Context: an optimization exercise on an open-source flow, tuned for small area, a short achievable clock period and few clock cycles. The choices shown serve that exercise and are no tape-out recipe. At most, simulation tests tie the RTL to the original design; equivalence was not proved. For run 5, only the layout was checked, not whether the RTL still works. The clock cells of runs 3 to 5 come from the design's own scripts or RTL, not from TritonCTS. The clock port is modelled as an ideal driver, which makes a skipped or thinned clock tree look cheaper than it is; a real chip needs a root buffer or a tree. Power and IR drop assume default switching activity.

<file path="design/flow/flow/run.sh">
#!/bin/bash
# Standard layout with three changes: the smallest buffer on every port,
# timing repair aiming at 6.8 ns of setup slack, and the OR cells (slow in
# this library) added to the platform's don't-use list, so synthesis builds
# the wide comparisons from NAND/NOR gates.
set -euo pipefail
DONT_USE="sky130_fd_sc_hd__probe_p_8 sky130_fd_sc_hd__probec_p_8 sky130_fd_sc_hd__lpflow_bleeder_1 sky130_fd_sc_hd__lpflow_clkbufkapwr_1 sky130_fd_sc_hd__lpflow_clkbufkapwr_16 sky130_fd_sc_hd__lpflow_clkbufkapwr_2 sky130_fd_sc_hd__lpflow_clkbufkapwr_4 sky130_fd_sc_hd__lpflow_clkbufkapwr_8 sky130_fd_sc_hd__lpflow_clkinvkapwr_1 sky130_fd_sc_hd__lpflow_clkinvkapwr_16 sky130_fd_sc_hd__lpflow_clkinvkapwr_2 sky130_fd_sc_hd__lpflow_clkinvkapwr_4 sky130_fd_sc_hd__lpflow_clkinvkapwr_8 sky130_fd_sc_hd__lpflow_decapkapwr_12 sky130_fd_sc_hd__lpflow_decapkapwr_3 sky130_fd_sc_hd__lpflow_decapkapwr_4 sky130_fd_sc_hd__lpflow_decapkapwr_6 sky130_fd_sc_hd__lpflow_decapkapwr_8 sky130_fd_sc_hd__lpflow_inputiso0n_1 sky130_fd_sc_hd__lpflow_inputiso0p_1 sky130_fd_sc_hd__lpflow_inputiso1n_1 sky130_fd_sc_hd__lpflow_inputiso1p_1 sky130_fd_sc_hd__lpflow_inputisolatch_1 sky130_fd_sc_hd__lpflow_isobufsrc_1 sky130_fd_sc_hd__lpflow_isobufsrc_16 sky130_fd_sc_hd__lpflow_isobufsrc_2 sky130_fd_sc_hd__lpflow_isobufsrc_4 sky130_fd_sc_hd__lpflow_isobufsrc_8 sky130_fd_sc_hd__lpflow_isobufsrckapwr_16 sky130_fd_sc_hd__lpflow_lsbuf_lh_hl_isowell_tap_1 sky130_fd_sc_hd__lpflow_lsbuf_lh_hl_isowell_tap_2 sky130_fd_sc_hd__lpflow_lsbuf_lh_hl_isowell_tap_4 sky130_fd_sc_hd__lpflow_lsbuf_lh_isowell_4 sky130_fd_sc_hd__lpflow_lsbuf_lh_isowell_tap_1 sky130_fd_sc_hd__lpflow_lsbuf_lh_isowell_tap_2 sky130_fd_sc_hd__lpflow_lsbuf_lh_isowell_tap_4 sky130_fd_sc_hd__or2_0 sky130_fd_sc_hd__or2_1 sky130_fd_sc_hd__or2_2 sky130_fd_sc_hd__or2_4 sky130_fd_sc_hd__or2b_1 sky130_fd_sc_hd__or2b_2 sky130_fd_sc_hd__or2b_4 sky130_fd_sc_hd__or3_1 sky130_fd_sc_hd__or3_2 sky130_fd_sc_hd__or3_4 sky130_fd_sc_hd__or3b_1 sky130_fd_sc_hd__or3b_2 sky130_fd_sc_hd__or3b_4 sky130_fd_sc_hd__or4_1 sky130_fd_sc_hd__or4_2 sky130_fd_sc_hd__or4_4 sky130_fd_sc_hd__or4b_1 sky130_fd_sc_hd__or4b_2 sky130_fd_sc_hd__or4b_4 sky130_fd_sc_hd__or4bb_1 sky130_fd_sc_hd__or4bb_2 sky130_fd_sc_hd__or4bb_4 "
bash standard.sh "BUFFER_PORTS_ARGS=-buffer_cell sky130_fd_sc_hd__buf_1" SETUP_SLACK_MARGIN=6.8 \
  "DONT_USE_CELLS=$DONT_USE" finish > standard.log 2>&1
</file>
<file path="design/flow/standard.sh">
#!/bin/bash
# synth_recipe.tcl (not shown) runs the flow's synth.tcl, then flattens the netlist and writes it again
# the make line also repeats each setting of config.mk as NAME=value (left out here)
make -C /OpenROAD-flow-scripts/flow DESIGN_CONFIG=/design/flow/config.mk WORK_HOME=/design/flow/orfs CLKGATE_MAP_FILE= SYNTH_SCRIPT=/design/flow/synth_recipe.tcl "${@:-finish}"
</file>
<file path="design/flow/config.mk">
export PLATFORM = sky130hd
export DESIGN_NAME = sbi_monitor
export DESIGN_NICKNAME = sbi_monitor
export VERILOG_FILES = /design/flow/design.v
export SDC_FILE = /design/flow/constraint.sdc
export NUM_CORES = 4
export LEC_CHECK = 0
export ABC_CLOCK_PERIOD_IN_PS = 2000
export CAP_MARGIN = 20
export CORE_MARGIN = 2
export CORE_UTILIZATION = 40
export CTS_CLUSTER_DIAMETER = 80
export CTS_CLUSTER_SIZE = 30
export SLEW_MARGIN = 20
</file>
<file path="design/flow/constraint.sdc">
create_clock -name core_clock -period 10.0 [get_ports {clk}]
set_input_delay 2.0000 -clock core_clock [delete_from_list [all_inputs] [get_ports {clk}]]
set_output_delay 2.0000 -clock core_clock [all_outputs]
set_load 0.01 [all_outputs]
</file>
<file path="design/flow/design.v">
module sbi_monitor (
    input  wire         clk,
    input  wire         rst,
    input  wire         svc_start,
    output wire         svc_ready,
    output wire         svc_done,
    output wire         svc_pending,
    output wire         svc_err,
    output wire         mem_req,
    output wire         mem_we,
    output wire         mem_batch,
    output wire [3:0]   mem_word,
    output wire [31:0]  mem_wdata,
    input  wire         mem_ack,
    input  wire         mem_ok,
    input  wire [255:0] mem_rdata,
    output wire         fatal,
    output wire         rst_req_valid,
    output wire [31:0]  rst_req_type,
    output wire [31:0]  rst_req_reason,
    output wire         ev_valid,
    output wire [1:0]   ev_kind,
    output wire [4:0]   ev_len,
    output wire [127:0] ev_line
);
    localparam [31:0] EID_CONSOLE = 32'h0000_0001;
    localparam [31:0] EID_BASE    = 32'h0000_0010;
    localparam [31:0] EID_SRST    = 32'h5352_5354;
    localparam [7:0]  NEWLINE     = 8'h0A;
    reg s_poll, s_read, s_werr, s_wval, s_clr, s_done;
    reg req_q, we_q, w0_q, w3_q, rdy_q;
    reg [1:0] retry;
    reg fatal_q, pend_q, err_q;
    reg c_putc;        
    reg c_nl;          
    reg c_rst;         
    reg c_f1;          
    reg c_v24;         
    reg c_f2;          
    reg c_f3;          
    reg c_f6;          
    reg [7:0]  c_chr;  
    reg [63:0] stg;    
    reg wd_e;          
    reg wd_f1;         
    reg wd_24;         
    reg [7:0] wd_lo;   
    reg [127:0] lb;
    reg [4:0]   len;
    reg         w_pend;    
    reg         nl_pend;   
    reg         r_pend;    
    reg         rv_q;
    reg [31:0]  rt_q, rr_q;
    reg         ev_v;
    reg [1:0]   ev_k;
    wire [31:0] r_eid = mem_rdata[31:0];
    wire [31:0] r_fid = mem_rdata[63:32];
    wire [31:0] r_a0  = mem_rdata[95:64];
    wire fid_hi0  = (r_fid[31:3] == 29'd0);
    wire fid0     = fid_hi0 && (r_fid[2:0] == 3'd0);
    wire is_base  = (r_eid == EID_BASE);
    wire d_putc   = (r_eid == EID_CONSOLE) && fid0;
    wire d_rst    = (r_eid == EID_SRST) && fid0;
    wire d_base   = is_base && fid_hi0 && (r_fid[2:0] != 3'd7);
    wire d_uns    = !(d_putc || d_rst || d_base);
    wire bf0      = is_base && fid0;
    wire bf1      = is_base && fid_hi0 && (r_fid[2:0] == 3'd1);
    wire bf2      = is_base && fid_hi0 && (r_fid[2:0] == 3'd2);
    wire bf3      = is_base && fid_hi0 && (r_fid[2:0] == 3'd3);
    wire bf6      = is_base && fid_hi0 && (r_fid[2:0] == 3'd6);
    wire probe = (stg[31:0] == EID_BASE) || (stg[31:0] == EID_CONSOLE) ||
                 (stg[31:0] == EID_SRST);
    wire [7:0] val_lo = ({8{c_putc}} & c_chr) |
                        {5'd0, c_f2, c_f2, c_f2 | c_f6 | (c_f3 & probe)};
    assign svc_ready   = rdy_q;
    assign svc_done    = s_done;
    assign svc_pending = pend_q;
    assign svc_err     = err_q;
    assign mem_req   = req_q;
    assign mem_we    = we_q;
    assign mem_batch = s_read;
    assign mem_word  = {w3_q, 1'b0, s_wval, w0_q};
    assign mem_wdata = {wd_e,  wd_f1, wd_e,  wd_e,  wd_e,  wd_f1, wd_f1, wd_24,
                        wd_e,  wd_f1, wd_e,  wd_e,  wd_e,  wd_f1, wd_e,  wd_e,
                        wd_e,  wd_f1, wd_e,  wd_e,  wd_f1, wd_f1, wd_e,  wd_f1,
                        wd_lo};
    assign fatal          = fatal_q;
    assign rst_req_valid  = rv_q;
    assign rst_req_type   = rt_q;
    assign rst_req_reason = rr_q;
    assign ev_valid = ev_v;
    assign ev_kind  = ev_k;
    assign ev_len   = len;
    assign ev_line  = {lb[127:64], stg};
    wire start     = svc_start && rdy_q;
    wire poll_nz   = (mem_rdata[31:0] != 32'd0);
    wire fail      = mem_ack && !mem_ok && req_q;
    wire last_fail = fail && (retry == 2'd3);
    wire commit    = s_clr && mem_ack && mem_ok;
    wire fin       = fail || commit || (s_poll && mem_ack && mem_ok && !poll_nz);
    wire adv_read  = s_poll && mem_ack && mem_ok && poll_nz;
    wire adv_werr  = s_read && mem_ack && mem_ok;
    wire adv_wval  = s_werr && mem_ack && mem_ok;
    wire adv_clr   = s_wval && mem_ack && mem_ok;
    integer k;
    always @(posedge clk) begin
        if (rst) begin
            s_poll  <= 1'b0;
            s_read  <= 1'b0;
            s_werr  <= 1'b0;
            s_wval  <= 1'b0;
            s_clr   <= 1'b0;
            s_done  <= 1'b0;
            req_q   <= 1'b0;
            we_q    <= 1'b0;
            w0_q    <= 1'b0;
            w3_q    <= 1'b0;
            rdy_q   <= 1'b1;
            retry   <= 2'd0;
            fatal_q <= 1'b0;
            rv_q    <= 1'b0;
            ev_v    <= 1'b0;
            w_pend  <= 1'b0;
            nl_pend <= 1'b0;
            r_pend  <= 1'b0;
            len     <= 5'd0;
        end else begin
            s_poll <= start || (s_poll && !mem_ack);
            s_read <= adv_read || (s_read && !mem_ack);
            s_werr <= adv_werr || (s_werr && !mem_ack);
            s_wval <= adv_wval || (s_wval && !mem_ack);
            s_clr  <= adv_clr || (s_clr && !mem_ack);
            s_done <= fin;
            req_q  <= start || (req_q && !fin);
            we_q   <= adv_werr || (we_q && !fin);
            w0_q   <= adv_read || adv_werr || ((s_read || s_werr) && !mem_ack);
            w3_q   <= adv_werr || adv_wval || ((s_werr || s_wval) && !mem_ack);
            if (start) begin
                rdy_q  <= 1'b0;
                pend_q <= 1'b0;
                err_q  <= 1'b0;
            end
            if (fin)
                rdy_q <= !last_fail;
            if (s_poll && mem_ack)
                pend_q <= mem_ok && poll_nz;
            if (fail) begin
                err_q <= 1'b1;
                retry <= retry + 2'd1;
            end else if (fin) begin
                retry <= 2'd0;
            end
            if (last_fail)
                fatal_q <= 1'b1;
            ev_v    <= last_fail || (commit && ((c_putc && (c_nl || len[4])) || c_rst));
            w_pend  <= commit && c_putc && !c_nl;
            nl_pend <= commit && c_putc && c_nl;
            r_pend  <= commit && c_rst;
            if (last_fail)
                ev_k <= 2'd2;
            else if (commit)
                ev_k <= {1'b0, c_rst};
            if (nl_pend)
                len <= 5'd0;
            else if (w_pend)
                len <= len[4] ? 5'd1 : len + 5'd1;
            if (r_pend)
                rv_q <= 1'b1;
        end
        wd_e  <= (s_read & d_uns) | (s_werr & !mem_ack & wd_e);
        wd_f1 <= (s_read & d_uns) | (s_werr & (mem_ack ? c_f1 : wd_f1)) |
                 (s_wval & !mem_ack & wd_f1);
        wd_24 <= (s_read & d_uns) | (s_werr & (mem_ack ? c_v24 : wd_24)) |
                 (s_wval & !mem_ack & wd_24);
        wd_lo <= ({8{s_read & d_uns}} & 8'hFE) |
                 ({8{s_werr}} & (mem_ack ? val_lo : wd_lo)) |
                 ({8{s_wval & !mem_ack}} & wd_lo);
        if (s_read) begin
            stg    <= mem_rdata[127:64];
            c_chr  <= r_a0[7:0];
            c_putc <= d_putc;
            c_nl   <= (r_a0[7:0] == NEWLINE);
            c_rst  <= d_rst;
            c_f1   <= bf1;
            c_v24  <= bf0 || bf1;
            c_f2   <= bf2;
            c_f3   <= bf3;
            c_f6   <= bf6;
        end else if (s_clr && c_putc) begin
            stg <= lb[63:0];
        end
        for (k = 0; k < 16; k = k + 1)
            if (w_pend && len[3:0] == k)
                lb[8*k +: 8] <= c_chr;
        if (r_pend) begin
            rt_q <= stg[31:0];
            rr_q <= stg[63:32];
        end
    end
endmodule
</file>
==> results.cfg, run 1 <==
[floorplanning]
rows = 62
floorplan.initialDensity_pct = 40.9
die_footprint_um2 = 31000
io-pin-count = 506
dieHeight_um = 176
floorplan.core_area_um2 = 28900
floorplan.die.width_um = 176

[routing]
drt_wl_total_um = 27900
detailedRoute.firstPassIterationCount = 4
via_count = 6762
drc = 0
drtIter0Drc = 469
antenna_left = 0
wl_per_cell_um = 20.0
avgViaCountPerCell = 4.84

[placed_design]
preCtsSetupSlack_ns = 6.36
placed_area_um2 = 13000
port-buffer-count = 376
place_hpwl_um = 19300
place_congestion = 0.785

[worst_setup_path]
cp-end-kind = output port
critical_path_required_ns = 8.00
worstPathArrival_ns = 1.14
crit_buf_inv = 1
crit_path_start_kind = flip-flop
slowest_delay_ns = 0.48
critical_path_peak_fanout = 4
critical-path-slowest-cell = edfxtp_1
ordered_list_of_cells_on_the_worst_path = buf_1
path_class = flip-flop to output port
timing.critical_path.max_delay_family = flip-flops

[sta]
final_max_slew_viol_count = 0
layout_min_cycle_time_ns = 3.14
hold_viol_final = 0
setup_tns_ns = 0
maxClockFrequency_ghz = 0.319
finalClockSkew_ns = 0.0203
finalWorstSetupSlack_ns = 6.86
setup-violations-final = 0
slew_headroom_pct = 33.8
min_period_over_period_pct = 31.4
worst_margin_slew_ns = 0.993
grt_setup_unrepaired = no

[min_path]
hp-class = flip-flop to flip-flop

[synth]
synth.cell_area_um2 = 11800
synth-compound-area-share_pct = 3.24
synth_simple_gate_area_share_pct = 6.79
synthMuxAreaShare_pct = 6.53
synth_edf_count = 276
postSynthCellCount = 708
synth-xor-area-share_pct = 0.0740
post_synth_most_frequent_cells = edfxtp_1 (276), buf_4 (92), mux2_2 (66)
synth-seq-cells = 311
postSynthNetCount = 974
most_common_cell_in_the_synthesized_netlist = edfxtp_1
synthDominantAreaCellType = edfxtp_1
synth_cell_type_count = 45
syn_area_per_cell_um2 = 16.7
synth.yosys.seq_area_share_pct = 75.9
cell_types_with_the_largest_area_share_after_synthesis = edfxtp_1 (70%), mux2_2 (6.3%), dfxtp_1 (5.9%)
synth.yosys.warnings = 1
async_reset_ff_share_pct = 0
synthAdderAreaFrac_pct = 0.528
combinational_family_with_the_most_area_after_synthesis = buffers and inverters
synthDominantCellAreaShare_pct = 70.0
predominant_post_synthesis_flop_cell = edfxtp_1

[clock_network]
clkTransAtPathRegs_ns = 0.11
tritoncts = built
htreeDepth = 1
clock-sinks = 311
cts_inserted_buffers = 15
clock_insertion_delay_at_the_later_pin_of_the_skew_report_ns = 0.50
clock_tree.buffer_depth = 3
clock_tree.root_cell = clkbuf_16

[job]
number_of_maximum_capacitance_constraint_violations = 0

[global_route]
grt_pass1_vias = 6404
grt_max_degree = 66
grt_overflow = 0
globalRouteTotalUtil_pct = 17.1
antenna_found_initial = 0
grt_pass1_wl_um = 39400

[power_and_ir_drop]
power.ir.vdd_worst_v = 0.000102
power.total_uw = 2170
power.density_cell_area_nw_per_um2 = 159
leakagePower_uw = 0.00422

[final_layout]
number_of_diodes = 0
final_area_um2 = 13600
finish.net_count = 1275
layout_cell_share_with_drive_strength_beyond_1_pct = 12.2
area_growth_syn_to_layout_pct = 15.0

[run_status]
run_status = no timing/DRC/antenna violations
-- layout by cell type, fill, tap and decap left out, types with 3 or more instances in the layout --
cell type  Yosys  layout
nand2b_1       6       6
nand3_1       16      16
dfxtp_1       35      27
nand3b_1       3       3
ha_1           5       5
mux2i_1        3       3
a21oi_1       14      14
nor4_1        20      20
edfxtp_1     276     276
buf_1          6     374
o21ai_1        2       3
nand4_1        7       7
mux2_2        66      66
nor2b_1        5       5
nand2_1       12      10
o21ai_0       17      16
dfxtp_4        0       3
a31oi_1        3       3
buf_4         92      14
nor2_1        20      20
clkbuf_16      0      15
o22ai_1        4       4
and3_1        12      12
dfxtp_2        0       5
a22oi_1        9       9
nor3_1        15      15
inv_1         15      15
and2_1        10      10
-- layer usage --
metal	vias to the layer above	routed length, um	share of wire (%)	GRT usage (%)
li1	3187	-	-	-
met1	3288	12100	43	22.9
met2	264	13600	49	29.2
met3	23	1810	6.5	3.08
met4	0	424	1.5	3.58
met5	-	0	0	0
-- layout make-up --
type | instances | area [um2]
clock buffer | 16 | 379
clock inverter | 6 | 60.1
fill | 2620 | 15300
inverter | 15 | 56.3
multi-input combinational | 273 | 2060
sequential | 311 | 9010
tap | 384 | 480
timing repair buffer | 393 | 1570
-- state kept, by name (all words and copies together), names as in the netlist, 2 cells and up --
signal and count:
lb 128, ev_k 2, rr_q 32, retry 2
rt_q 32, c_chr 8, len 5, stg 64
wd_lo 8
-- through the flow --
| step | hold WS, ns | utilization, % | std cells |
|---|---|---|---|
| final | 0.450 | 47.1 | 1398 |
| after global routing | 0.470 | 47.1 | 1398 |
| after CTS | 0.452 | 46.7 | 1389 |
| after detailed placement | 0.432 | 45.1 | 1365 |
| after global placement | 0.430 | 45.1 | 1365 |
| after floorplan | 0.417 | - | 708 |
-- what timing repair did --
action,4_1_cts,5_1_grt
endpoints found under the setup margin,28,22
buffers inserted,2,9
gates resized for setup,5,3
pin swaps,0,3
hold buffers,0,0
-- path summary, 6_finish.rpt --
path | cells past startpoint | end | from | slack (ns)
max | 1 | ev_line[24] | stg[24] | 6.86
min | 0 | rr_q[11] | stg[43] | 0.45
max reg2reg | 3 | stg[27] | s_read | 7.91
min reg2reg | 0 | rr_q[11] | stg[43] | 0.45
-- cell families after synthesis --
logic type / after synthesis
multiplexers: 69
XOR/XNOR: 1
AO/OA/AOI/OAI: 58
buffers and inverters: 124
other: 1
adder cells (fa/ha/maj): 5
flip-flops: 311
AND/OR/NAND/NOR: 139
-- power by group --
part	internal (uW)	switching [uW]	leakage [uW]
Sequential	1410	9.92	0.00276
Combinational	28.1	37.9	0.00125
Clock	288	402	0.000213
Testbench counts, summed over its fixed seeds: cycles 6,880.
==> run 2: changes to the inputs <==
--- a/design/flow/design.v
+++ b/design/flow/design.v
@@ -168,14 +168,24 @@
             if (r_pend)
                 rv_q <= 1'b1;
         end
-        wd_e  <= (s_read & d_uns) | (s_werr & !mem_ack & wd_e);
-        wd_f1 <= (s_read & d_uns) | (s_werr & (mem_ack ? c_f1 : wd_f1)) |
-                 (s_wval & !mem_ack & wd_f1);
-        wd_24 <= (s_read & d_uns) | (s_werr & (mem_ack ? c_v24 : wd_24)) |
-                 (s_wval & !mem_ack & wd_24);
-        wd_lo <= ({8{s_read & d_uns}} & 8'hFE) |
-                 ({8{s_werr}} & (mem_ack ? val_lo : wd_lo)) |
-                 ({8{s_wval & !mem_ack}} & wd_lo);
+        if (s_read) begin
+            wd_e  <= d_uns;
+            wd_f1 <= d_uns;
+            wd_24 <= d_uns;
+            wd_lo <= {{7{d_uns}}, 1'b0};
+        end else if (s_werr) begin
+            if (mem_ack) begin
+                wd_e  <= 1'b0;
+                wd_f1 <= c_f1;
+                wd_24 <= c_v24;
+                wd_lo <= val_lo;
+            end
+        end else if (!s_wval || mem_ack) begin
+            wd_e  <= 1'b0;
+            wd_f1 <= 1'b0;
+            wd_24 <= 1'b0;
+            wd_lo <= 8'd0;
+        end
         if (s_read) begin
             stg    <= mem_rdata[127:64];
             c_chr  <= r_a0[7:0];
==> run 2 against run 1 <==
First-iteration DRC count decreased by 6.0%. Critical path type is now input pin to flip-flop. Total power increased by 0.68%. Largest power group unchanged. Routed wire length increased by 1.6%. Still clean. Via count increased by 0.24%.
==> results.cfg, run 2 <==
[global_route]
grt_pass1_wl_um = 40300
globalRouteTotalUtil_pct = 17.4
grt_overflow = 0
antenna_found_initial = 1
grt_pass1_vias = 6529
grt_max_degree = 66

[power_and_ir_drop]
combinationalPowerShare_pct = 3.3
p_int_uw = 1730
p_clk_share_pct = 31.6
power.ir.vdd_worst_v = 0.0000926
p_seq_share_pct = 65.1
switchingPower_uw = 451
power.density_cell_area_nw_per_um2 = 157
power.total_uw = 2190
leakagePower_uw = 0.00436
p_sw_share_pct = 20.7

[final_layout]
sequential_cell_area_um2 = 9100
area_growth_syn_to_layout_pct = 17.5
top_regs = lb (128), stg (64)
most_frequent_cells_in_the_layout = buf_1 (363), edfxtp_1 (286), mux2_2 (65)
nFillCells = 2568
layout_cell_share_with_drive_strength_beyond_1_pct = 15.0
largest_reg_flops = 128
layout_commonest_cell = buf_1
layoutNonFillerInstCount = 1387
multi_input_comb_area_um2 = 2160
max_flop_register = lb
finish.net_count = 1260
final_area_um2 = 13900

[synth]
synth.cell_area_um2 = 11800
synthDominantCellAreaShare_pct = 72.5
synth.yosys.warnings = 1
postSynthNetCount = 956
post_synth_most_frequent_cells = edfxtp_1 (286), buf_4 (92), mux2_2 (65)
predominant_post_synthesis_flop_cell = edfxtp_1
postSynthCellCount = 690
synthDominantAreaCellType = edfxtp_1
async_reset_ff_share_pct = 0
synth.yosys.seq_area_share_pct = 76.8
most_common_cell_in_the_synthesized_netlist = edfxtp_1
cell_types_with_the_largest_area_share_after_synthesis = edfxtp_1 (73%), mux2_2 (6.2%), buf_4 (5.8%)
syn_area_per_cell_um2 = 17.2
synth_edf_count = 286
synth-seq-cells = 311
synth_cell_type_count = 45

[placed_design]
place_hpwl_um = 19600
placedCellCount = 1343
place_congestion = 0.775
placed_area_um2 = 13100
port-buffer-count = 376

[sta]
worst_margin_slew_ns = 1.00
final_max_slew_viol_count = 0
slew_headroom_pct = 33.3
setup-violations-final = 0
min_period_over_period_pct = 32.5
grt_setup_unrepaired = yes
hold_viol_final = 0
final_layout_worst_hold_slack_ns = 0.467
finalClockSkew_ns = 0.0206
layout_min_cycle_time_ns = 3.25
maxClockFrequency_ghz = 0.308
setup_tns_ns = 0

[routing]
avgViaCountPerCell = 4.89
drc = 0
antenna_left = 0
detailedRoute.firstPassIterationCount = 4
wl_per_cell_um = 20.5
drtIter0Drc = 441
drt_wl_total_um = 28400
via_count = 6778

[worst_setup_path]
crit_buf_inv = 2
critical_path_required_ns = 10.23
critical-path-slowest-cell = a2111oi_4
path_class = input pin to flip-flop
timing.critical_path.max_delay_family = compound AO/OA/AOI/OAI gates
slowest_delay_ns = 0.46
cp-end-kind = flip-flop
crit_path_start_kind = input pin
critical_path_peak_fanout = 5
worstPathArrival_ns = 3.48
ordered_list_of_cells_on_the_worst_path = buf_1 > nor3_1 > nand4_4 > o21bai_4 > a2111oi_4 > buf_6 > o32ai_2
r2r_setup_slack_ns = 7.67

[min_path]
hp-class = flip-flop to flip-flop

[clock_network]
clock_tree.root_cell = clkbuf_16
clock_insertion_delay_at_the_later_pin_of_the_skew_report_ns = 0.50
tritoncts = built
cts_inserted_buffers = 15
clkTransAtPathRegs_ns = 0.11
clock_tree.buffer_depth = 3
htreeDepth = 1
clock-sinks = 311

[floorplanning]
rows = 62
floorplan.die.width_um = 176
io-pin-count = 506
floorplan.initialDensity_pct = 40.9
die_footprint_um2 = 31000
floorplan.core_area_um2 = 28900
dieHeight_um = 176

[run_status]
run_status = no timing/DRC/antenna violations

[job]
number_of_maximum_capacitance_constraint_violations = 0
[run 2: cell count changes after synthesis, moves of 4 or more]
cell      previous run  this run
edfxtp_1           276       286
dfxtp_1             35        25
o22ai_1              4         0
nand3_1             16         8
o21ai_0             17         3
a22oi_1              9         1
nor2_1              20        16
o31ai_1              0         7
clkbuf_1             8        13
nand2_1             12        21
[run 2: final cells by class]
class / count / area share (%)
tap: 384 / 3.45
sequential: 311 / 65.4
antenna: 1 / 0.0180
timing repair buffer: 395 / 12.0
clock buffer: 18 / 2.78
multi-input combinational: 259 / 15.5
clock inverter: 7 / 0.450
inverter: 12 / 0.324
[run 2: power by group through the flow]
stage	Sequential (uW)	Combinational [uW]	Clock, uW
after floorplan	1450	29.8	0
after global placement	1450	62.4	0
after detailed placement	1450	63.7	0
after CTS	1420	68.9	714
after global routing	1420	78.4	756
final	1420	71.6	691
[run 2: kinds of logic (layout without fill, tap and decap cells)]
group                      Yosys count  in the layout  share of synthesized area (%)
buffers and inverters              120            432                           6.72
DFF                                311            311                           76.8
AOI/OAI and AO/OA                   44             44                           2.78
adders and majority gates            5              5                          0.528
muxes                               68             68                           6.44
other                                1              2                         0.0317
xor gates and xnor gates             1              1                         0.0740
and+or+nand+nor                    140            140                           6.67
[run 2: final timing paths]
check | start | end | depth (start not counted)
setup / recovery | mem_rdata[25] | wd_lo[1] | 7
hold / removal | stg[55] | rr_q[23] | 0
setup reg to reg | s_read | wd_lo[4] | 6
hold reg to reg | stg[55] | rr_q[23] | 0
[run 2: what timing repair did]
| action | 4_1_cts | 5_1_grt |
|---|---|---|
| gates cloned | 1 | 0 |
| setup endpoints to repair | 37 | 49 |
| resized for setup | 23 | 34 |
| pin swaps | 6 | 5 |
| hold buffers | 0 | 0 |
| setup buffers | 8 | 9 |
[run 2: worst reg2reg max path: cells and delay by family (launching register included)]
kind	cells	cell delay, ns
buffers and inverters	2	1.00
and+or+nand+nor	3	0.61
AOI/OAI and AO/OA	1	0.09
DFF	1	0.38
[run 2: stage by stage]
step / util, % / setup slack [ns]
final: 48.1 / 6.75
after global routing: 48.1 / 6.69
after CTS: 47.4 / 6.75
after detailed placement: 45.3 / 5.99
after global placement: 45.3 / 6.06
after floorplan: - / 6.44
[run 2: routing by layer]
layer,GRT usage (%),vias up,routed length [um]
met2,30.1,279,14200
li1,-,3124,-
met3,3.55,29,1920
met1,22.6,3346,11900
met5,0,-,0
met4,3.96,0,391
Testbench counts of run 2, summed over its fixed seeds: cycles 6,880.
==> run 3: changes to the inputs <==
--- a/design/flow/design.v
+++ b/design/flow/design.v
@@ -168,24 +168,14 @@
             if (r_pend)
                 rv_q <= 1'b1;
         end
-        if (s_read) begin
-            wd_e  <= d_uns;
-            wd_f1 <= d_uns;
-            wd_24 <= d_uns;
-            wd_lo <= {{7{d_uns}}, 1'b0};
-        end else if (s_werr) begin
-            if (mem_ack) begin
-                wd_e  <= 1'b0;
-                wd_f1 <= c_f1;
-                wd_24 <= c_v24;
-                wd_lo <= val_lo;
-            end
-        end else if (!s_wval || mem_ack) begin
-            wd_e  <= 1'b0;
-            wd_f1 <= 1'b0;
-            wd_24 <= 1'b0;
-            wd_lo <= 8'd0;
-        end
+        wd_e  <= (s_read & d_uns) | (s_werr & !mem_ack & wd_e);
+        wd_f1 <= (s_read & d_uns) | (s_werr & (mem_ack ? c_f1 : wd_f1)) |
+                 (s_wval & !mem_ack & wd_f1);
+        wd_24 <= (s_read & d_uns) | (s_werr & (mem_ack ? c_v24 : wd_24)) |
+                 (s_wval & !mem_ack & wd_24);
+        wd_lo <= ({8{s_read & d_uns}} & 8'hFE) |
+                 ({8{s_werr}} & (mem_ack ? val_lo : wd_lo)) |
+                 ({8{s_wval & !mem_ack}} & wd_lo);
         if (s_read) begin
             stg    <= mem_rdata[127:64];
             c_chr  <= r_a0[7:0];
==> design/flow/flow/run.sh (replaced) <==
#!/bin/bash
# Standard layout with four changes: the smallest buffer on every port,
# timing repair aiming at 6.8 ns of setup slack, the OR cells (slow in this
# library) added to the platform's don't-use list, so synthesis builds the
# wide comparisons from NAND/NOR gates, and a two-level clock tree built by
# flow/clock_tree.tcl in place of TritonCTS's three levels.
set -euo pipefail
DONT_USE="sky130_fd_sc_hd__probe_p_8 sky130_fd_sc_hd__probec_p_8 sky130_fd_sc_hd__lpflow_bleeder_1 sky130_fd_sc_hd__lpflow_clkbufkapwr_1 sky130_fd_sc_hd__lpflow_clkbufkapwr_16 sky130_fd_sc_hd__lpflow_clkbufkapwr_2 sky130_fd_sc_hd__lpflow_clkbufkapwr_4 sky130_fd_sc_hd__lpflow_clkbufkapwr_8 sky130_fd_sc_hd__lpflow_clkinvkapwr_1 sky130_fd_sc_hd__lpflow_clkinvkapwr_16 sky130_fd_sc_hd__lpflow_clkinvkapwr_2 sky130_fd_sc_hd__lpflow_clkinvkapwr_4 sky130_fd_sc_hd__lpflow_clkinvkapwr_8 sky130_fd_sc_hd__lpflow_decapkapwr_12 sky130_fd_sc_hd__lpflow_decapkapwr_3 sky130_fd_sc_hd__lpflow_decapkapwr_4 sky130_fd_sc_hd__lpflow_decapkapwr_6 sky130_fd_sc_hd__lpflow_decapkapwr_8 sky130_fd_sc_hd__lpflow_inputiso0n_1 sky130_fd_sc_hd__lpflow_inputiso0p_1 sky130_fd_sc_hd__lpflow_inputiso1n_1 sky130_fd_sc_hd__lpflow_inputiso1p_1 sky130_fd_sc_hd__lpflow_inputisolatch_1 sky130_fd_sc_hd__lpflow_isobufsrc_1 sky130_fd_sc_hd__lpflow_isobufsrc_16 sky130_fd_sc_hd__lpflow_isobufsrc_2 sky130_fd_sc_hd__lpflow_isobufsrc_4 sky130_fd_sc_hd__lpflow_isobufsrc_8 sky130_fd_sc_hd__lpflow_isobufsrckapwr_16 sky130_fd_sc_hd__lpflow_lsbuf_lh_hl_isowell_tap_1 sky130_fd_sc_hd__lpflow_lsbuf_lh_hl_isowell_tap_2 sky130_fd_sc_hd__lpflow_lsbuf_lh_hl_isowell_tap_4 sky130_fd_sc_hd__lpflow_lsbuf_lh_isowell_4 sky130_fd_sc_hd__lpflow_lsbuf_lh_isowell_tap_1 sky130_fd_sc_hd__lpflow_lsbuf_lh_isowell_tap_2 sky130_fd_sc_hd__lpflow_lsbuf_lh_isowell_tap_4 sky130_fd_sc_hd__or2_0 sky130_fd_sc_hd__or2_1 sky130_fd_sc_hd__or2_2 sky130_fd_sc_hd__or2_4 sky130_fd_sc_hd__or2b_1 sky130_fd_sc_hd__or2b_2 sky130_fd_sc_hd__or2b_4 sky130_fd_sc_hd__or3_1 sky130_fd_sc_hd__or3_2 sky130_fd_sc_hd__or3_4 sky130_fd_sc_hd__or3b_1 sky130_fd_sc_hd__or3b_2 sky130_fd_sc_hd__or3b_4 sky130_fd_sc_hd__or4_1 sky130_fd_sc_hd__or4_2 sky130_fd_sc_hd__or4_4 sky130_fd_sc_hd__or4b_1 sky130_fd_sc_hd__or4b_2 sky130_fd_sc_hd__or4b_4 sky130_fd_sc_hd__or4bb_1 sky130_fd_sc_hd__or4bb_2 sky130_fd_sc_hd__or4bb_4 "
bash standard.sh "BUFFER_PORTS_ARGS=-buffer_cell sky130_fd_sc_hd__buf_1" SETUP_SLACK_MARGIN=6.8 \
  "DONT_USE_CELLS=$DONT_USE" PRE_CTS_TCL=$(pwd)/flow/clock_tree.tcl finish > standard.log 2>&1
==> design/flow/flow/clock_tree.tcl (new file) <==
# Clock tree built by hand: the clock port drives NCOL column buffers, each
# column buffer drives NROW leaf buffers, each leaf buffer a group of
# flip-flops close together.  Groups come from splitting the flip-flops into
# NCOL columns of equal count by x, then each column into NROW rows by y.
proc build_clock_tree {ncol nrow colcell leafcell} {
  set db [ord::get_db]
  set block [ord::get_db_block]
  set clk [$block findNet clk]
  set mcol [$db findMaster $colcell]
  set mleaf [$db findMaster $leafcell]
  set sinks {}
  foreach it [$clk getITerms] {
    set inst [$it getInst]
    set bb [$inst getBBox]
    set x [expr {([$bb xMin] + [$bb xMax]) / 2}]
    set y [expr {([$bb yMin] + [$bb yMax]) / 2}]
    lappend sinks [list $x $y $it]
  }
  set n [llength $sinks]
  puts "clock sinks: $n"
  set byx [lsort -integer -index 0 $sinks]
  for {set c 0} {$c < $ncol} {incr c} {
    set lo [expr {($c * $n) / $ncol}]
    set hi [expr {(($c + 1) * $n) / $ncol - 1}]
    set col [lsort -integer -index 1 [lrange $byx $lo $hi]]
    set m [llength $col]
    set cnet [odb::dbNet_create $block "clknet_col_$c"]
    $cnet setSigType CLOCK
    set lxs {}; set lys {}
    for {set r 0} {$r < $nrow} {incr r} {
      set lo2 [expr {($r * $m) / $nrow}]
      set hi2 [expr {(($r + 1) * $m) / $nrow - 1}]
      set grp [lrange $col $lo2 $hi2]
      set sx 0; set sy 0
      foreach s $grp { incr sx [lindex $s 0]; incr sy [lindex $s 1] }
      set gx [expr {$sx / [llength $grp]}]
      set gy [expr {$sy / [llength $grp]}]
      set leaf [odb::dbInst_create $block $mleaf "clkbuf_leaf_${c}_${r}"]
      $leaf setLocation $gx $gy
      $leaf setPlacementStatus PLACED
      set lnet [odb::dbNet_create $block "clknet_leaf_${c}_${r}"]
      $lnet setSigType CLOCK
      [$leaf findITerm A] connect $cnet
      [$leaf findITerm X] connect $lnet
      foreach s $grp {
        set it [lindex $s 2]
        $it disconnect
        $it connect $lnet
      }
      lappend lxs $gx; lappend lys $gy
    }
    set sx 0; set sy 0
    foreach x $lxs { incr sx $x }
    foreach y $lys { incr sy $y }
    set cb [odb::dbInst_create $block $mcol "clkbuf_col_$c"]
    $cb setLocation [expr {$sx / $nrow}] [expr {$sy / $nrow}]
    $cb setPlacementStatus PLACED
    [$cb findITerm A] connect $clk
    [$cb findITerm X] connect $cnet
  }
  $clk setSigType CLOCK
}

# Used as ORFS's PRE_CTS hook: build the tree, then stand in for
# clock_tree_synthesis, which cts.tcl calls next, so the rest of the CTS step
# (placement legalisation, timing repair) runs on this tree.
build_clock_tree 4 3 sky130_fd_sc_hd__clkbuf_16 sky130_fd_sc_hd__clkbuf_16
rename clock_tree_synthesis orfs_clock_tree_synthesis
proc clock_tree_synthesis {args} {
  puts "clock tree built by flow/clock_tree.tcl; clock_tree_synthesis $args skipped"
  set_propagated_clock [all_clocks]
}
==> run 3 against run 2 <==
Clock skew is 0.0014 ns lower. Sequential share of layout area rose by 1.0 points. Fmax increased by 3.8%. Routed wire length shrank 1.1%. Critical path depth unchanged. Via count did not move. Global-route usage decreased by 0.61 points. Cell count about the same. Sequential cell count did not move. Highest routed layer unchanged.
==> results.cfg, run 3 <==
[routing]
drtIter0Drc = 404
via_count = 6778
antenna_left = 0
drt_wl_total_um = 28100
detailedRoute.firstPassIterationCount = 6
wl_per_cell_um = 20.3
avgViaCountPerCell = 4.89
drc = 0

[final_layout]
layout_commonest_cell = buf_1
finish.net_count = 1270
most_frequent_cells_in_the_layout = buf_1 (375), edfxtp_1 (276), mux2_2 (66)
largest_reg_flops = 128
area_growth_syn_to_layout_pct = 14.3
nFillCells = 2612
max_flop_register = lb
number_of_diodes = 0
final_area_um2 = 13500
layout_cell_share_with_drive_strength_beyond_1_pct = 11.4
top_regs = lb (128), stg (64)
layoutNonFillerInstCount = 1386

[worst_setup_path]
critical_path_peak_fanout = 6
cp-end-kind = flip-flop
crit_path_start_kind = input pin
path_class = input pin to flip-flop
r2r_setup_slack_ns = 7.91
critical_path_required_ns = 10.20
worstPathArrival_ns = 3.33

[sta]
grt_setup_unrepaired = no
final_layout_worst_hold_slack_ns = 0.454
finalClockSkew_ns = 0.0193
setup_tns_ns = 0
layout_min_cycle_time_ns = 3.13
finalWorstSetupSlack_ns = 6.87
slew_headroom_pct = 33.5
min_period_over_period_pct = 31.3
maxClockFrequency_ghz = 0.320
hold_viol_final = 0
final_max_slew_viol_count = 0
setup-violations-final = 0
worst_margin_slew_ns = 0.998

[synth]
postSynthCellCount = 708
most_common_cell_in_the_synthesized_netlist = edfxtp_1
synth_cell_type_count = 45
syn_area_per_cell_um2 = 16.7
synth_edf_count = 276
post_synth_most_frequent_cells = edfxtp_1 (276), buf_4 (92), mux2_2 (66)
predominant_post_synthesis_flop_cell = edfxtp_1
synth.cell_area_um2 = 11800
synthDominantAreaCellType = edfxtp_1
synth.yosys.seq_area_share_pct = 75.9
postSynthNetCount = 974
synthDominantCellAreaShare_pct = 70.0
async_reset_ff_share_pct = 0
synth.yosys.warnings = 1
synth-seq-cells = 311
cell_types_with_the_largest_area_share_after_synthesis = edfxtp_1 (70%), mux2_2 (6.3%), dfxtp_1 (5.9%)

[floorplanning]
die_footprint_um2 = 31000
io-pin-count = 506
floorplan.die.width_um = 176
dieHeight_um = 176
rows = 62
floorplan.initialDensity_pct = 40.9
floorplan.core_area_um2 = 28900

[power_and_ir_drop]
p_sw_share_pct = 19.5
p_seq_share_pct = 66.2
p_int_uw = 1720
power.ir.vdd_worst_v = 0.000101
combinationalPowerShare_pct = 3.0
leakagePower_uw = 0.00416
p_clk_share_pct = 30.8
switchingPower_uw = 417
power.density_cell_area_nw_per_um2 = 158

[job]
number_of_maximum_capacitance_constraint_violations = 0

[global_route]
antenna_found_initial = 0
grt_pass1_wl_um = 39300
grt_max_degree = 66
grt_pass1_vias = 6468
grt_overflow = 0
globalRouteTotalUtil_pct = 16.8

[placed_design]
port-buffer-count = 376
placedCellCount = 1365
preCtsSetupSlack_ns = 6.36
placed_area_um2 = 13000
place_congestion = 0.785
place_hpwl_um = 19300

[min_path]
hp-class = flip-flop to flip-flop

[run_status]
run_status = no timing/DRC/antenna violations

[clock_network]
clkTransAtPathRegs_ns = 0.10
clock_insertion_delay_at_the_later_pin_of_the_skew_report_ns = 0.32
-- run 3: cell types whose count changed after synthesis, moves of 7 or more --
cell | previous run | this run
edfxtp_1 | 286 | 276
a22oi_1 | 1 | 9
o31ai_1 | 7 | 0
nand2_1 | 21 | 12
o21ai_0 | 3 | 17
dfxtp_1 | 25 | 35
nand3_1 | 8 | 16
-- run 3: cells by family (layout without fill, tap and decap cells) --
kind of cell	count (synthesis)	count (layout)	share of synthesized area, %
compound gates	58	58	3.24
xor+xnor	1	1	0.0740
fa+ha+maj	5	5	0.528
buf+inv	124	418	6.88
flops	311	311	75.9
mux	69	69	6.53
other cells	1	1	0.0317
simple gates	139	139	6.79
-- run 3: critical path: stages --
cell and delay (ns):
buf_1 0.10, nor4_2 0.28, and4_2 0.32, nand3_4 0.14, o31ai_4 0.25, buf_4 0.17, o21ai_0 0.07
-- run 3: final timing paths --
check,startpoint,endpoint,cells past startpoint
max,mem_rdata[8],wd_lo[3],7
min,stg[45],rr_q[13],0
max reg2reg,s_read,stg[21],2
min reg2reg,stg[45],rr_q[13],0
-- run 3: stage by stage --
step,utilization [%],power (uW)
3_5_place_dp,45.1,1510
5_1_grt,46.8,2200
2_1_floorplan,-,1470
3_3_place_gp,45.1,1510
4_1_cts,46.6,2160
6_report,46.8,2140
-- run 3: cell type report --
type	count	area, um2	share of cell area [%]
multi-input combinational	273	2100	15.5
tap	384	480	3.55
buffer	16	400	2.96
timing repair buffer	387	1510	11.1
inverter	15	56.3	0.416
sequential	311	9000	66.5
-- run 3: repair_timing --
| action | CTS | global route |
|---|---|---|
| hold endpoints to repair | 0 | 0 |
| buffers inserted | 3 | 2 |
| pin swaps | 2 | 3 |
| gates resized for setup | 1 | 8 |
| gates cloned | 0 | 0 |
| hold buffers | 0 | 0 |
| endpoints found under the setup margin | 14 | 19 |
-- run 3: metal layers --
metal | routed length, um | track usage (%) | vias to the layer above
li1 | - | - | 3164
met1 | 12100 | 22.7 | 3313
met2 | 13700 | 29.3 | 280
met3 | 1670 | 2.20 | 21
met4 | 584 | 3.06 | 0
met5 | 0 | 0 | -
-- run 3: power by group through the flow --
| stage | sequential (uW) | clock (uW) | combinational, uW |
|---|---|---|---|
| after floorplan | 1450 | 0 | 29.0 |
| after global placement | 1450 | 0 | 63.3 |
| after detailed placement | 1450 | 0 | 63.8 |
| after CTS | 1420 | 676 | 64.5 |
| after global routing | 1420 | 711 | 71.7 |
| final | 1420 | 659 | 65.1 |
Testbench counts of run 3, summed over its fixed seeds: cycles 6,880.
==> run 4: changes to the inputs <==
==> design/flow/flow/run.sh (replaced) <==
#!/bin/bash
# Standard layout with four changes: the smallest buffer on every port,
# timing repair aiming at 7 ns of setup slack, the OR cells (slow in this
# library) added to the platform's don't-use list, so synthesis builds the
# wide comparisons from NAND/NOR gates, and a two-level clock tree built by
# flow/clock_tree.tcl in place of TritonCTS's three levels.
set -euo pipefail
DONT_USE="sky130_fd_sc_hd__probe_p_8 sky130_fd_sc_hd__probec_p_8 sky130_fd_sc_hd__lpflow_bleeder_1 sky130_fd_sc_hd__lpflow_clkbufkapwr_1 sky130_fd_sc_hd__lpflow_clkbufkapwr_16 sky130_fd_sc_hd__lpflow_clkbufkapwr_2 sky130_fd_sc_hd__lpflow_clkbufkapwr_4 sky130_fd_sc_hd__lpflow_clkbufkapwr_8 sky130_fd_sc_hd__lpflow_clkinvkapwr_1 sky130_fd_sc_hd__lpflow_clkinvkapwr_16 sky130_fd_sc_hd__lpflow_clkinvkapwr_2 sky130_fd_sc_hd__lpflow_clkinvkapwr_4 sky130_fd_sc_hd__lpflow_clkinvkapwr_8 sky130_fd_sc_hd__lpflow_decapkapwr_12 sky130_fd_sc_hd__lpflow_decapkapwr_3 sky130_fd_sc_hd__lpflow_decapkapwr_4 sky130_fd_sc_hd__lpflow_decapkapwr_6 sky130_fd_sc_hd__lpflow_decapkapwr_8 sky130_fd_sc_hd__lpflow_inputiso0n_1 sky130_fd_sc_hd__lpflow_inputiso0p_1 sky130_fd_sc_hd__lpflow_inputiso1n_1 sky130_fd_sc_hd__lpflow_inputiso1p_1 sky130_fd_sc_hd__lpflow_inputisolatch_1 sky130_fd_sc_hd__lpflow_isobufsrc_1 sky130_fd_sc_hd__lpflow_isobufsrc_16 sky130_fd_sc_hd__lpflow_isobufsrc_2 sky130_fd_sc_hd__lpflow_isobufsrc_4 sky130_fd_sc_hd__lpflow_isobufsrc_8 sky130_fd_sc_hd__lpflow_isobufsrckapwr_16 sky130_fd_sc_hd__lpflow_lsbuf_lh_hl_isowell_tap_1 sky130_fd_sc_hd__lpflow_lsbuf_lh_hl_isowell_tap_2 sky130_fd_sc_hd__lpflow_lsbuf_lh_hl_isowell_tap_4 sky130_fd_sc_hd__lpflow_lsbuf_lh_isowell_4 sky130_fd_sc_hd__lpflow_lsbuf_lh_isowell_tap_1 sky130_fd_sc_hd__lpflow_lsbuf_lh_isowell_tap_2 sky130_fd_sc_hd__lpflow_lsbuf_lh_isowell_tap_4 sky130_fd_sc_hd__or2_0 sky130_fd_sc_hd__or2_1 sky130_fd_sc_hd__or2_2 sky130_fd_sc_hd__or2_4 sky130_fd_sc_hd__or2b_1 sky130_fd_sc_hd__or2b_2 sky130_fd_sc_hd__or2b_4 sky130_fd_sc_hd__or3_1 sky130_fd_sc_hd__or3_2 sky130_fd_sc_hd__or3_4 sky130_fd_sc_hd__or3b_1 sky130_fd_sc_hd__or3b_2 sky130_fd_sc_hd__or3b_4 sky130_fd_sc_hd__or4_1 sky130_fd_sc_hd__or4_2 sky130_fd_sc_hd__or4_4 sky130_fd_sc_hd__or4b_1 sky130_fd_sc_hd__or4b_2 sky130_fd_sc_hd__or4b_4 sky130_fd_sc_hd__or4bb_1 sky130_fd_sc_hd__or4bb_2 sky130_fd_sc_hd__or4bb_4 "
bash standard.sh "BUFFER_PORTS_ARGS=-buffer_cell sky130_fd_sc_hd__buf_1" SETUP_SLACK_MARGIN=7.0 \
  "DONT_USE_CELLS=$DONT_USE" PRE_CTS_TCL=$(pwd)/flow/clock_tree.tcl finish > standard.log 2>&1
==> run 4 against run 3 <==
Critical path depth stayed put. First-iteration DRC count is 12% higher. Global-route usage rose by 0.71 points. Combinational power increased by 8.3%. Clock skew fell by 0.0016 ns. Sequential power is essentially flat. Synthesized area did not move. Via count up 0.89%. Sequential share of layout area fell by 0.94 points. Register-to-register slack worse by 0.49 ns. Fmax decreased by 0.15%.
==> results.cfg, run 4 <==
[run_status]
run_status = no timing/DRC/antenna violations

[routing]
wl_per_cell_um = 20.7
drtIter0Drc = 451
antenna_left = 0
drc = 0
avgViaCountPerCell = 4.90
drt_wl_total_um = 28900
via_count = 6838
detailedRoute.firstPassIterationCount = 4

[sta]
setup_tns_ns = 0
layout_min_cycle_time_ns = 3.13
slew_headroom_pct = 36.2
hold_viol_final = 0
final_max_slew_viol_count = 0
setup-violations-final = 0
finalClockSkew_ns = 0.0177
min_period_over_period_pct = 31.3
maxClockFrequency_ghz = 0.319
worst_margin_slew_ns = 0.956
grt_setup_unrepaired = yes

[worst_setup_path]
worstReg2RegEnd = stg[39]
critical_path_peak_fanout = 5
timing.reg2reg.worst_path_depth = 3
cp_num_cells = 7
worstSetupStartpoint = mem_rdata[51]
crit_buf_inv = 2
worstPathArrival_ns = 3.32
path_class = input pin to flip-flop
ordered_list_of_cells_on_the_worst_path = buf_6 > nor4_4 > and4_4 > nand3_4 > buf_6 > nor3_4 > and3_4
critical_path_required_ns = 10.19
critical-path-slowest-cell = nor4_4
r2r_start = s_read
cp-end-kind = flip-flop
slowest_delay_ns = 0.30
crit_path_start_kind = input pin
critPathMostFrequentCell = buf_6
worst_setup_path_endpoint = c_f3
timing.critical_path.max_delay_family = simple AND/OR/NAND/NOR gates
r2r_setup_slack_ns = 7.42

[synth]
synthDominantAreaCellType = edfxtp_1
synth.yosys.seq_area_share_pct = 75.9
most_common_cell_in_the_synthesized_netlist = edfxtp_1
synth_cell_type_count = 45
postSynthCellCount = 708
synth-seq-cells = 311
synth.yosys.warnings = 1
cell_types_with_the_largest_area_share_after_synthesis = edfxtp_1 (70%), mux2_2 (6.3%), dfxtp_1 (5.9%)
synth_edf_count = 276
post_synth_most_frequent_cells = edfxtp_1 (276), buf_4 (92), mux2_2 (66)
postSynthNetCount = 974
predominant_post_synthesis_flop_cell = edfxtp_1
syn_area_per_cell_um2 = 16.7
async_reset_ff_share_pct = 0
synth.cell_area_um2 = 11800
synthDominantCellAreaShare_pct = 70.0

[placed_design]
place_congestion = 0.754
place_hpwl_um = 19800
port-buffer-count = 376

[power_and_ir_drop]
power.density_cell_area_nw_per_um2 = 156
power.total_uw = 2140
leakagePower_uw = 0.00428
power.ir.vdd_worst_v = 0.0000927

[floorplanning]
floorplan.core_area_um2 = 28900
floorplan.die.width_um = 176
io-pin-count = 506
rows = 62
floorplan.initialDensity_pct = 40.9
die_footprint_um2 = 31000
dieHeight_um = 176

[global_route]
grt_pass1_wl_um = 41000
globalRouteTotalUtil_pct = 17.5
antenna_found_initial = 0
grt_overflow = 0
grt_pass1_vias = 6631
grt_max_degree = 65

[clock_network]
clock_insertion_delay_at_the_later_pin_of_the_skew_report_ns = 0.32
clkTransAtPathRegs_ns = 0.10

[final_layout]
most_frequent_cells_in_the_layout = buf_1 (367), edfxtp_1 (276), mux2_2 (66)
number_of_diodes = 0
max_flop_register = lb
layout_cell_share_with_drive_strength_beyond_1_pct = 14.6
largest_reg_flops = 128
area_growth_syn_to_layout_pct = 16.1
finish.net_count = 1279
layout_commonest_cell = buf_1
top_regs = lb (128), stg (64)
nFillCells = 2564

[min_path]
hold_path_start = stg[59]
hp-class = flip-flop to flip-flop

[job]
number_of_maximum_capacitance_constraint_violations = 0
==> run 4: routing by layer <==
| metal | global-route usage [%] | share of wire [%] | up-vias |
|---|---|---|---|
| met5 | 0 | 0 | - |
| met2 | 30.4 | 49 | 301 |
| met3 | 2.00 | 6.4 | 20 |
| met1 | 24.0 | 42 | 3342 |
| met4 | 3.06 | 2.0 | 0 |
| li1 | - | - | 3175 |
==> run 4: worst reg2reg max path: stages (launching register included) <==
cell and delay [ns]:
dfxtp_4 0.38, buf_4 0.24, buf_4 0.72, a21o_4 0.73
==> run 4: where the power goes <==
group	switching (uW)	leakage (uW)	internal, uW
Combinational	40.2	0.00133	30.3
Clock	368	0.000197	290
Sequential	10.1	0.00276	1410
==> run 4: how the worst min path moves through the flow <==
stage,endpoint,cells past startpoint
floorplan,w_pend,1
global placement,rr_q[11],0
detailed placement,rr_q[27],0
CTS,rr_q[27],0
global route,rr_q[27],0
finish,rr_q[27],0
==> run 4: cell families (layout without fill, tap and decap cells) <==
family                   Yosys count  count (layout)  synth area share, %
multiplexers                      69              69                 6.53
other                              1               1               0.0317
buffers and inverters            124             427                 6.88
adder cells (fa/ha/maj)            5               5                0.528
AO/OA/AOI/OAI                     58              58                 3.24
flip-flops                       311             311                 75.9
AND/OR/NAND/NOR                  139             139                 6.79
XOR/XNOR                           1               1               0.0740
==> run 4: layout make-up <==
cell class | count | area (um2) | area share [%]
Buffer | 16 | 400 | 2.91
Multi-Input combinational cell | 273 | 2170 | 15.8
Inverter | 15 | 56.3 | 0.410
Tap cell | 384 | 480 | 3.50
Timing Repair Buffer | 396 | 1630 | 11.9
Sequential cell | 311 | 9010 | 65.5
==> run 4: stage by stage <==
step	worst slack (ns)	utilization, %	instance area, um2	std cells	hold WS [ns]
final	6.87	47.5	13700	1395	0.459
after global routing	6.79	47.5	13700	1395	0.473
after CTS	6.85	47.0	13600	1392	0.457
after detailed placement	6.29	45.1	13000	1364	0.433
after global placement	6.28	45.1	13000	1364	0.432
after floorplan	6.77	-	11900	708	0.417
==> run 4: what timing repair did <==
action / CTS / global route
buffers inserted: 11 / 3
pin swaps: 6 / 12
gates resized for setup: 15 / 31
cloned: 1 / 0
setup endpoints to repair: 56 / 35
hold buffers: 0 / 0
==> run 5: changes to the inputs <==
--- a/design/flow/design.v
+++ b/design/flow/design.v
@@ -29,6 +29,7 @@
     localparam [7:0]  NEWLINE     = 8'h0A;
     reg s_poll, s_read, s_werr, s_wval, s_clr, s_done;
     reg req_q, we_q, w0_q, w3_q, rdy_q;
+    reg b_q;           
     reg [1:0] retry;
     reg fatal_q, pend_q, err_q;
     reg c_putc;        
@@ -79,7 +80,7 @@
     assign svc_err     = err_q;
     assign mem_req   = req_q;
     assign mem_we    = we_q;
-    assign mem_batch = s_read;
+    assign mem_batch = b_q;
     assign mem_word  = {w3_q, 1'b0, s_wval, w0_q};
     assign mem_wdata = {wd_e,  wd_f1, wd_e,  wd_e,  wd_e,  wd_f1, wd_f1, wd_24,
                         wd_e,  wd_f1, wd_e,  wd_e,  wd_e,  wd_f1, wd_e,  wd_e,
@@ -168,6 +169,7 @@
             if (r_pend)
                 rv_q <= 1'b1;
         end
+        b_q <= adv_read || (s_read && !mem_ack);
         wd_e  <= (s_read & d_uns) | (s_werr & !mem_ack & wd_e);
         wd_f1 <= (s_read & d_uns) | (s_werr & (mem_ack ? c_f1 : wd_f1)) |
                  (s_wval & !mem_ack & wd_f1);
==> run 5 against run 4 <==
Sequential power is essentially flat. Fmax shrank 1.0%. Total power grew 0.54%. Clock skew grew 0.0088 ns. Clock power grew 1%. Critical endpoint unchanged.
==> results.cfg, run 5 <==
[run_status]
run_status = no timing/DRC/antenna violations

[routing]
drtIter0Drc = 375
via_count = 6874
wl_per_cell_um = 20.7
drc = 0
detailedRoute.firstPassIterationCount = 6
avgViaCountPerCell = 4.91
drt_wl_total_um = 29000
antenna_left = 0

[synth]
synth-seq-cells = 312
synthDominantAreaCellType = edfxtp_1
synth_edf_count = 276
synth.yosys.seq_area_share_pct = 76.0
most_common_cell_in_the_synthesized_netlist = edfxtp_1
synth_cell_type_count = 47
cell_types_with_the_largest_area_share_after_synthesis = edfxtp_1 (70%), mux2_2 (6.3%), dfxtp_1 (6.1%)
synthDominantCellAreaShare_pct = 69.9
postSynthNetCount = 976
synth.yosys.warnings = 1
synth.cell_area_um2 = 11900
postSynthCellCount = 710
post_synth_most_frequent_cells = edfxtp_1 (276), buf_4 (92), mux2_2 (66)
syn_area_per_cell_um2 = 16.7
predominant_post_synthesis_flop_cell = edfxtp_1
async_reset_ff_share_pct = 0

[worst_setup_path]
critical_path_required_ns = 10.19
timing.critical_path.max_delay_family = simple AND/OR/NAND/NOR gates
cp-end-kind = flip-flop
crit_path_start_kind = input pin
critical-path-slowest-cell = nor4_4
ordered_list_of_cells_on_the_worst_path = buf_6 > nor4_4 > and3b_2 > buf_4 > nand3_1 > nor3_2 > and3_4
worstPathArrival_ns = 3.36
path_class = input pin to flip-flop
crit_buf_inv = 2
slowest_delay_ns = 0.27
critical_path_peak_fanout = 3

[floorplanning]
floorplan.initialDensity_pct = 40.3
floorplan.die.width_um = 176
rows = 63
floorplan.core_area_um2 = 29400
die_footprint_um2 = 31000
io-pin-count = 506
dieHeight_um = 176

[job]
number_of_maximum_capacitance_constraint_violations = 0

[global_route]
grt_overflow = 0
grt_pass1_vias = 6468
antenna_found_initial = 1
globalRouteTotalUtil_pct = 17.4
grt_max_degree = 75
grt_pass1_wl_um = 40900

[power_and_ir_drop]
power.density_cell_area_nw_per_um2 = 156
power.ir.vdd_worst_v = 0.0000914
leakagePower_uw = 0.00427

[sta]
layout_min_cycle_time_ns = 3.17
worst_margin_slew_ns = 1.08
hold_viol_final = 0
slew_headroom_pct = 27.9
min_period_over_period_pct = 31.7
final_max_slew_viol_count = 0
setup_tns_ns = 0
finalClockSkew_ns = 0.0265
grt_setup_unrepaired = yes
setup-violations-final = 0
maxClockFrequency_ghz = 0.316

[placed_design]
port-buffer-count = 376
place_congestion = 0.784
place_hpwl_um = 19600

[final_layout]
area_growth_syn_to_layout_pct = 16.3
fin_util_pct = 46.9
nFillCells = 2642
layout_cell_share_with_drive_strength_beyond_1_pct = 14.8
number_of_diodes = 0
largest_reg_flops = 128
max_flop_register = lb
layout_commonest_cell = buf_1
finish.net_count = 1279
top_regs = lb (128), stg (64)
most_frequent_cells_in_the_layout = buf_1 (368), edfxtp_1 (276), mux2_2 (66)

[clock_network]
hold_buffers = 0
clkTransAtPathRegs_ns = 0.10
clock_insertion_delay_at_the_later_pin_of_the_skew_report_ns = 0.33

[min_path]
hp-class = flip-flop to flip-flop
run 5: metal layers:
metal / up-vias / GRT usage [%] / wire [um]
li1: 3180 / - / -
met4: 2 / 3.48 / 636
met1: 3389 / 23.2 / 12100
met3: 24 / 2.33 / 1840
met5: - / 0 / 13
met2: 279 / 30.8 / 14300
run 5: what timing repair did:
action                                 CTS  global route
endpoints found under the hold margin    0             0
setup buffers                            5             8
pin swaps                                7            15
setup endpoints to repair               52            34
cloned                                   0             1
resized for setup                       16            27
run 5: worst reg2reg max path: cells and delay by family, from the launching register on:
kind / cells / cell delay, ns
and+or+nand+nor: 3 / 1.34
DFF: 1 / 0.45
AOI/OAI and AO/OA: 2 / 0.54
run 5: cell families (layout without fill, tap and decap cells):
kind of cell / Yosys count / in the layout / share of synthesized area, %
adder cells (fa/ha/maj): 5 / 5 / 0.528
buffers and inverters: 124 / 425 / 6.88
AND/OR/NAND/NOR: 136 / 136 / 6.59
multiplexers: 69 / 69 / 6.52
XOR/XNOR: 1 / 1 / 0.0739
other: 1 / 1 / 0.0316
flip-flops: 312 / 312 / 76.0
AO/OA/AOI/OAI: 62 / 62 / 3.41
run 5: layout make-up:
type | instances | area [um2] | share of cell area, %
flip-flops and latches | 312 | 9030 | 65.4
well taps | 390 | 488 | 3.54
inverters | 14 | 52.6 | 0.381
multi-input cells | 274 | 2190 | 15.8
repair buffers | 395 | 1640 | 11.9
plain buffers | 16 | 400 | 2.90
run 5: worst paths after layout:
kind                     start       end  slack [ns]  cells past startpoint
setup reg to reg        stg[3]  wd_lo[0]        7.60                      5
hold reg to reg        stg[38]   rr_q[6]        0.45                      0
setup / recovery  mem_rdata[5]      c_f3        6.83                      7
hold / removal         stg[38]   rr_q[6]        0.45                      0
run 5: where the power goes:
part | leakage, uW | internal [uW] | switching, uW
Clock | 0.000197 | 290 | 375
Combinational | 0.00130 | 30.6 | 39.2
Sequential | 0.00277 | 1410 | 11.0
Total | 0.00427 | 1730 | 425
run 5: metrics by stage:
step / total power (uW) / area, um2 / worst slack, ns / cells / hold WS [ns]
2_1_floorplan: 1480 / 11900 / 6.77 / 710 / 0.417
3_3_place_gp: 1510 / 13100 / 6.23 / 1371 / 0.435
3_5_place_dp: 1520 / 13100 / 6.25 / 1371 / 0.432
4_1_cts: 2170 / 13600 / 6.84 / 1392 / 0.458
5_1_grt: 2220 / 13800 / 6.75 / 1401 / 0.470
6_report: 2160 / 13800 / 6.83 / 1401 / 0.454

[afterwards: timing with drivers on the ports]
No port has a modelled driver above. Below, the same layouts with a new extraction and two added sets of constraints.
Step 1 assumes that a clkbuf_16 drives the clock port and a buf_2 every other input.
Step 2, shift: input delay + t, output delay - t, t = (earliest + latest rising clock arrival at the registers) / 2. This alone moves slack from input paths to output paths.
Three values: no drivers, after step 1, after step 2; two values: the first two.
run | t, ns | setup slack, ns | worst hold slack (ns) | clock arrival spread, ns
run 1 | 0.534 | 6.862 / 6.816 / 6.463 | 0.450 / 0.450 / 0.450 | 0.021 / 0.021
run 2 | 0.536 | 6.751 / 6.729 / 6.236 | 0.467 / 0.467 / 0.467 | 0.022 / 0.022
run 3 | 0.396 | 6.871 / 6.802 / 6.536 | 0.454 / 0.454 / 0.454 | 0.020 / 0.020
run 4 | 0.397 | 6.866 / 6.919 / 6.522 | 0.459 / 0.459 / 0.459 | 0.019 / 0.019
run 5 | 0.400 | 6.834 / 6.882 / 6.482 | 0.454 / 0.454 / 0.454 | 0.027 / 0.027
After both steps every run listed still meets setup and hold. The setup slack of run 2, which loses most, moves by -0.022 ns with the drivers and by -0.515 ns with both steps.
